Source: an optimization exercise on an open RTL-to-GDS flow (aim: small area). Production flows keep margins and buffers that such runs may drop. Only simulation tests tie the RTL to the original design; equivalence was not proved. Power is estimated from default activity; no workload was simulated. The flow treats the clock pin as an ideal source, which a real chip does not have.

// geq_decoder
module geq_decoder (
    input  wire         clk,
    input  wire         rst,               
    input  wire         in_valid,          
    input  wire [7:0]   in_byte,
    output wire         frame_valid,       
    output wire [7:0]   frame_board_id,
    output wire [7:0]   frame_seq,
    output wire [7:0]   frame_brightness,
    output wire [423:0] frame_bars,        
    output wire [423:0] frame_scope,       
    output wire [31:0]  frame_vu           
);
    localparam integer BODY_LEN = 113;
    localparam integer NB = 8 * BODY_LEN;
    localparam [6:0] LFSR_LAST = 7'd12;
    reg        s1;                         
    reg        body_st;                    
    reg        body_stn;                   
    reg        ck;                         
    reg [6:0]  cur;                        
    reg [7:0]  sum;                        
    reg        chk;                        
    reg [NB-1:0] body;                     
    wire is_aa = (in_byte == 8'hAA);
    wire is_55 = (in_byte == 8'h55);
    wire last  = (cur == LFSR_LAST);
    wire sync  = in_valid && s1 && is_55;
    always @(posedge clk) begin
        if (rst) begin
            s1       <= 1'b0;
            body_st  <= 1'b0;
            body_stn <= 1'b1;
            ck       <= 1'b0;
            chk      <= 1'b0;
        end else begin
            chk <= in_valid && ck;
            if (in_valid) begin
                if (body_st) begin
                    if (last) begin
                        body_st  <= 1'b0;
                        body_stn <= 1'b1;
                        ck       <= 1'b1;
                    end
                end else if (ck) begin
                    ck <= 1'b0;
                end else begin
  ...
==> flow/config.mk <==
export PLATFORM = sky130hd
export DESIGN_NAME = geq_decoder
export DESIGN_NICKNAME = geq_decoder
export VERILOG_FILES = /design/flow/design.v
export SDC_FILE = /design/flow/constraint.sdc
export NUM_CORES = 4
export LEC_CHECK = 0
export CAP_MARGIN = 0
export CORE_AREA = 3 3 277 277
export DIE_AREA = 0 0 280 280
export PLACE_DENSITY = 0.9
export SLEW_MARGIN = 0
==> flow/constraint.sdc <==
create_clock -name core_clock -period 8.0 [get_ports {clk}]
set_input_delay 1.6000 -clock core_clock [delete_from_list [all_inputs] [get_ports {clk}]]
set_output_delay 1.6000 -clock core_clock [all_outputs]
set_load 0.01 [all_outputs]
standard.sh (not shown) runs the stock make flow with config.mk's settings and CLKGATE_MAP_FILE= SYNTH_SCRIPT=/design/flow/synth_recipe.tcl, a recipe that flattens the netlist after the stock synthesis.
==> flow/flow/run.sh <==
#!/bin/bash
set -euo pipefail
export BUFFER_PORTS_ARGS="-buffer_cell sky130_fd_sc_hd__buf_1"
export CTS_ARGS="-sink_clustering_enable -repair_clock_nets -dont_use_dummy_load -sink_clustering_size 18 -sink_clustering_max_diameter 60 -buf_list {sky130_fd_sc_hd__clkbuf_4 sky130_fd_sc_hd__clkbuf_8}"
bash standard.sh > standard.log 2>&1
The first run passed the timing, DRC and antenna checks.
Change:
==> flow/flow/run.sh (replaced) <==
#!/bin/bash
set -euo pipefail
export BUFFER_PORTS_ARGS="-buffer_cell sky130_fd_sc_hd__buf_1"
export CTS_ARGS="-sink_clustering_enable -repair_clock_nets -dont_use_dummy_load -sink_clustering_size 20 -sink_clustering_max_diameter 150 -buf_list {sky130_fd_sc_hd__clkbuf_4 sky130_fd_sc_hd__clkbuf_8}"
bash standard.sh > standard.log 2>&1
- CAP_MARGIN: 0 -> 20
- PLACE_DENSITY: 0.9 -> 0.8
- SLEW_MARGIN: 0 -> 20
Outcome: Final area fell by 0.41%. Power falls by 1.6%. Via count goes down by 2.3%. Routed wire length came out lower by 3.7%. Sequential cell count stays the same. Register-to-register slack is better by 0.33 ns.
Change:
==> flow/flow/run.sh (replaced) <==
#!/bin/bash
set -euo pipefail
export BUFFER_PORTS_ARGS="-buffer_cell sky130_fd_sc_hd__buf_1"
export CTS_ARGS="-sink_clustering_enable -repair_clock_nets -dont_use_dummy_load -sink_clustering_size 18 -sink_clustering_max_diameter 60 -buf_list {sky130_fd_sc_hd__clkbuf_4 sky130_fd_sc_hd__clkbuf_8}"
bash standard.sh > standard.log 2>&1
- PLACE_DENSITY: 0.8 -> not set
- non-clock buffer count is higher by 5
- utilization goes up by 0.36 points
- power rose by 4.1%
- routed wire length grows by 6.8%
- flip-flop and latch count does not change
- clock skew climbs by 0.025 ns
- setup slack loses 0.071 ns
- design area went up by 0.83%
- sequential power hardly moves
- global-route usage rises by 1.6 points
- cell count climbs by 0.55%
Change:
==> flow/flow/run.sh (replaced) <==
#!/bin/bash
set -euo pipefail
export BUFFER_PORTS_ARGS="-buffer_cell sky130_fd_sc_hd__buf_1"
export CTS_ARGS="-sink_clustering_enable -repair_clock_nets -dont_use_dummy_load -sink_clustering_size 18 -sink_clustering_max_diameter 120 -buf_list {sky130_fd_sc_hd__clkbuf_4 sky130_fd_sc_hd__clkbuf_8}"
bash standard.sh > standard.log 2>&1
- PLACE_DENSITY: not set -> 0.8
Clock-buffer cell count fell by 12.
Global-route usage went down by 1.6 points.
Clock power fell by roughly a tenth.
Wire length goes down by a few percent.
Area after synthesis is unchanged.
Cell count shrinks slightly.
Power goes down by a few percent.
Worst setup slack gains 0.11 ns.
Sequential share of layout area increases by 0.35 points.
Die area stays the same.
Cell area went down slightly.
Change:
==> flow/flow/run.sh (replaced) <==
#!/bin/bash
set -euo pipefail
export BUFFER_PORTS_ARGS="-buffer_cell sky130_fd_sc_hd__buf_1"
export CTS_ARGS="-sink_clustering_enable -repair_clock_nets -dont_use_dummy_load -sink_clustering_size 32 -sink_clustering_max_diameter 150 -buf_list {sky130_fd_sc_hd__clkbuf_8 sky130_fd_sc_hd__clkbuf_16}"
bash standard.sh > standard.log 2>&1
- PLACE_DENSITY: 0.8 -> not set
=>
- register-to-register slack degrades by 0.23 ns
- setup slack degrades by 0.15 ns
- design area increases slightly
- routed wire length increases by a few percent
Change:
==> flow/flow/run.sh (replaced) <==
#!/bin/bash
set -euo pipefail
export BUFFER_PORTS_ARGS="-buffer_cell sky130_fd_sc_hd__buf_1"
export CTS_ARGS="-sink_clustering_enable -repair_clock_nets -dont_use_dummy_load -sink_clustering_size 19 -sink_clustering_max_diameter 150 -buf_list {sky130_fd_sc_hd__clkbuf_4 sky130_fd_sc_hd__clkbuf_8}"
bash standard.sh > standard.log 2>&1
- PLACE_DENSITY: not set -> 0.8
Total power goes down by 2.9%; cell area drops by 0.43%; core utilization shrinks by 0.19 points; die area does not change; setup slack is better by 0.14 ns; flip-flop and latch count does not change.

## afterwards: timing with drivers on the ports
How much do the figures lean on ideal ports? The routed layouts below were timed once more, with nothing changed but the port constraints.
Step 1: set_driving_cell puts a clkbuf_16 on clk and a buf_2 on each other input, an assumption about the parent block.
Step 2 times the ports against the registers' clock, not the clock port: input delays grow and output delays shrink by t, the midpoint of the rising clock arrivals with the driver on.
Slacks: no drivers / after step 1 / after step 2; pairs: no drivers / after step 1.
run	t, ns	setup slack, ns	hold WS [ns]	slew at the worst register clock pin (ns)	pins driven straight from the clock port
the first run	0.719	4.165 / 4.105 / 3.642	0.444 / 0.444 / 0.444	0.11 / 0.11	1
the second run	0.712	4.461 / 4.396 / 3.927	0.460 / 0.460 / 0.460	0.13 / 0.13	1
the third run	0.692	4.390 / 4.401 / 3.709	0.447 / 0.447 / 0.447	0.11 / 0.11	1
the fourth run	0.728	4.497 / 4.432 / 3.915	0.475 / 0.475 / 0.475	0.12 / 0.12	1
the fifth run	0.639	4.346 / 4.358 / 3.719	0.496 / 0.496 / 0.496	0.12 / 0.12	1
the sixth run	0.717	4.484 / 4.420 / 3.888	0.485 / 0.485 / 0.485	0.12 / 0.12	1
After both steps every run listed still meets setup and hold. For the third run, which loses most, drivers alone change the setup slack by +0.011 ns; drivers and shift together by -0.681 ns.
